What follows belongs to an exercise in optimizing a design on an open flow for small area, a short achievable clock period and few clock cycles; a production flow would make more cautious choices.
Function was checked by simulation only, so behaviour that the tests miss may differ from the original.
Power is estimated from default activity; no workload was simulated.

## run A
// bitrat_enc
module bitrat_enc (
    input  wire        clk,
    input  wire        rst,         
    input  wire        start,
    input  wire        prev_bit,
    input  wire [12:0] len,         
    output reg  [11:0] in_addr,
    input  wire [7:0]  in_data,
    output reg         out_we,
    output reg  [12:0] out_addr,
    output reg  [7:0]  out_data,
    output reg         busy,
    output reg         done,
    output reg  [7:0]  cmask,
    output reg  [3:0]  maskw,
    output wire [12:0] count,
    output wire        last
);
Size in the first run: roughly 1000 cells after synthesis, about 87 I/O pins.
clock: 5.0 ns
lec_check: 0
abc_clock_period_in_ps: 2000
cap_margin: 20
core_margin: 2
core_utilization: 40
setup_slack_margin: 2.4
slew_margin: 20
run.sh (not shown) runs the stock make flow with config.mk's settings and CLKGATE_MAP_FILE= SYNTH_SCRIPT=/design/flow/synth_recipe.tcl, a recipe that flattens the netlist after the stock synthesis.
Testbench counts of run A, summed over its fixed seeds: cycles 340,437.
diff inputs: run A => run B
- SETUP_SLACK_MARGIN: 2.4 -> 2.7
- ABC_CLOCK_PERIOD_IN_PS: 2000 -> unset
- CORE_UTILIZATION: 40 -> 70
- CTS_BUF_LIST: unset -> sky130_fd_sc_hd__clkbuf_8
- BUFFER_PORTS_ARGS: unset -> -buffer_cell sky130_fd_sc_hd__buf_1
==> flow/flow/run.sh (new file) <==
#!/bin/bash
# Standard layout, with the port buffers made from the smallest buffer
# (buf_1) instead of the default choice; repair may still resize them.
set -euo pipefail
echo 'export BUFFER_PORTS_ARGS = -buffer_cell sky130_fd_sc_hd__buf_1' >> config.mk
bash standard.sh finish > standard.log 2>&1
==> flow/standard.sh (new file) <==
#!/bin/bash
# synth_recipe.tcl (not shown) runs the flow's synth.tcl, then flattens the netlist and writes it again
# the make line also repeats each setting of config.mk as NAME=value (left out here)
make -C /OpenROAD-flow-scripts/flow DESIGN_CONFIG=/design/flow/config.mk WORK_HOME=/design/flow/orfs CLKGATE_MAP_FILE= SYNTH_SCRIPT=/design/flow/synth_recipe.tcl "${@:-finish}"
removed: flow/run.sh
Findings:
Layout-stage area growth over the synthesis result ends up higher on run A.
edfxtp_1 as the cell with the biggest individual delay on the critical path was reported by run B, and dfxtp_4 by run A.
Diff run A -> run B | instance count after placement with tap cells included | down by more than 10%
Number of signal-net buffers in the layout up 28% in run B wrt run A
Flip-flop and latch share of the layout cell area for run B is higher than for run A.
For the via count, run B came in 859 higher than run A did.
st[1] as the critical path startpoint was reported by run A, and lit by run B.
Run A ended up with in_addr[11] as its endpoint of the worst setup timing path; run B ended up with cmask[7].
Sort run B and run A by post-placement cell area desc -> top: run A
In run B, the total global routing track utilization came out 16 points above the value in run A.
The total leakage power of run B is lower than that of run A.
Taking run A as the reference point, the proportion of power drawn by combinational gates of run B rises by 4.0 points.
Going from run A to run B, post-route met1 wirelength shrank by more than 10%.
There was hardly any difference in number of enable-type register cells in the synthesized netlist between run B and run A.
--- input diff run B..run C ---
- an added ABC_CLOCK_PERIOD_IN_PS of 2000
- a change of CORE_UTILIZATION from 70 to 40
- a deleted CTS_BUF_LIST that had been sky130_fd_sc_hd__clkbuf_8
--- outcome ---
When run C is set beside run B, its worst relative slew slack turns out to be 8.0 points smaller.
Taking run B as the reference, in run C highest clock rate shrank by 1.3 MHz; cell area grew by 410 um^2; register fraction of the total cell area shrank by 1.3 points; via count of the first global-routing pass shrank by 325; worst hold slack grew by 14 ps.
Density: run C sparser than run B
Every run (run C and run B) finished clean.
Compared with run B, in run C setup slack moved down, sequential power has remained practically unchanged.
Changes in run D relative to run C:
- CORE_UTILIZATION: 40 -> 60
Findings:
- For run C, the endpoint of the worst setup timing path was ocur[10], unlike run D, where it was in_addr[10].
- Going from run C to run D, total number of tap cells down 110, clock edge transition at the registers on the reported setup and hold paths flat, multi-input gate area in the final layout down 0.40%.
- Between run D and run C, it is run D whose global-route usage is higher, by 11 points.
- Where via count is concerned, run C is better than run D.
- Diff run C -> run D | y dimension of the die | decrease of 30 um
- Diff run C -> run D | first-pass iteration count of the detailed router | decrease of 1
- Relative to run C, the hold slack of run D is lower by 9.3 ps.
- [compare] base=run C new=run D: final area went down; clock-buffer cell count went down; detailed-route wire length went down.
Here is what was changed in the inputs of run E compared with run D.
- ABC_CLOCK_PERIOD_IN_PS removed (was 2000)
- CORE_UTILIZATION changed from 60 to 70
- SETUP_SLACK_MARGIN changed from 2.7 to 2.9
==> flow/flow/run.sh <==
#!/bin/bash
# Standard layout, with two changes: the port buffers are made from the
# smallest buffer (buf_1) instead of the default choice (repair may still
# resize them), and adders are left to ABC instead of being mapped to
# ripple chains of half/full adder cells before it.
set -euo pipefail
echo 'export BUFFER_PORTS_ARGS = -buffer_cell sky130_fd_sc_hd__buf_1' >> config.mk
echo 'export ADDER_MAP_FILE =' >> config.mk
bash standard.sh finish > standard.log 2>&1
Run D finished every step from synthesis to the final layout, and the layout passed the timing, design-rule and antenna checks. The final layout from run E, which completed every stage, passed the timing, design-rule and antenna checks at the end of the flow. Run E vs run D: final wirelength up by more than half. Run E: mean routed wirelength per cell higher than run D. Maximum net fanout on the critical path (run E over run D): decrease, 8. Initial standard-cell utilization of the core, run D and run E: higher on run E.

[afterwards: timing with drivers on the ports]
No port has a modelled driver above. Below, the same layouts with a new extraction and two added sets of constraints.
Step 1, drivers: a clkbuf_16 drives clk and a buf_2 each remaining input, both assumed.
Step 2, shift: input delay + t, output delay - t, t = (earliest + latest rising clock arrival at the registers) / 2. This alone moves slack from input paths to output paths.
Three values: ideal ports, drivers, drivers and shift; two values: the first two.
run	shift t [ns]	slack for setup (ns)	latest minus earliest clock arrival (ns)	worst register clock-pin slew, ns
run A	0.483	2.341 / 2.341 / 2.087	0.013 / 0.014	0.07 / 0.07
run B	0.516	2.639 / 2.639 / 2.392	0.016 / 0.016	0.11 / 0.11
run C	0.487	2.632 / 2.632 / 2.350	0.011 / 0.012	0.08 / 0.08
run D	0.492	2.665 / 2.637 / 2.401	0.010 / 0.011	0.08 / 0.08
run E	0.500	2.326 / 2.326 / 2.152	0.018 / 0.018	0.08 / 0.08
After both steps setup and hold are still met in every run listed. For run C, which loses most, drivers alone change the setup slack by 0.000 ns; drivers and shift together by -0.282 ns.
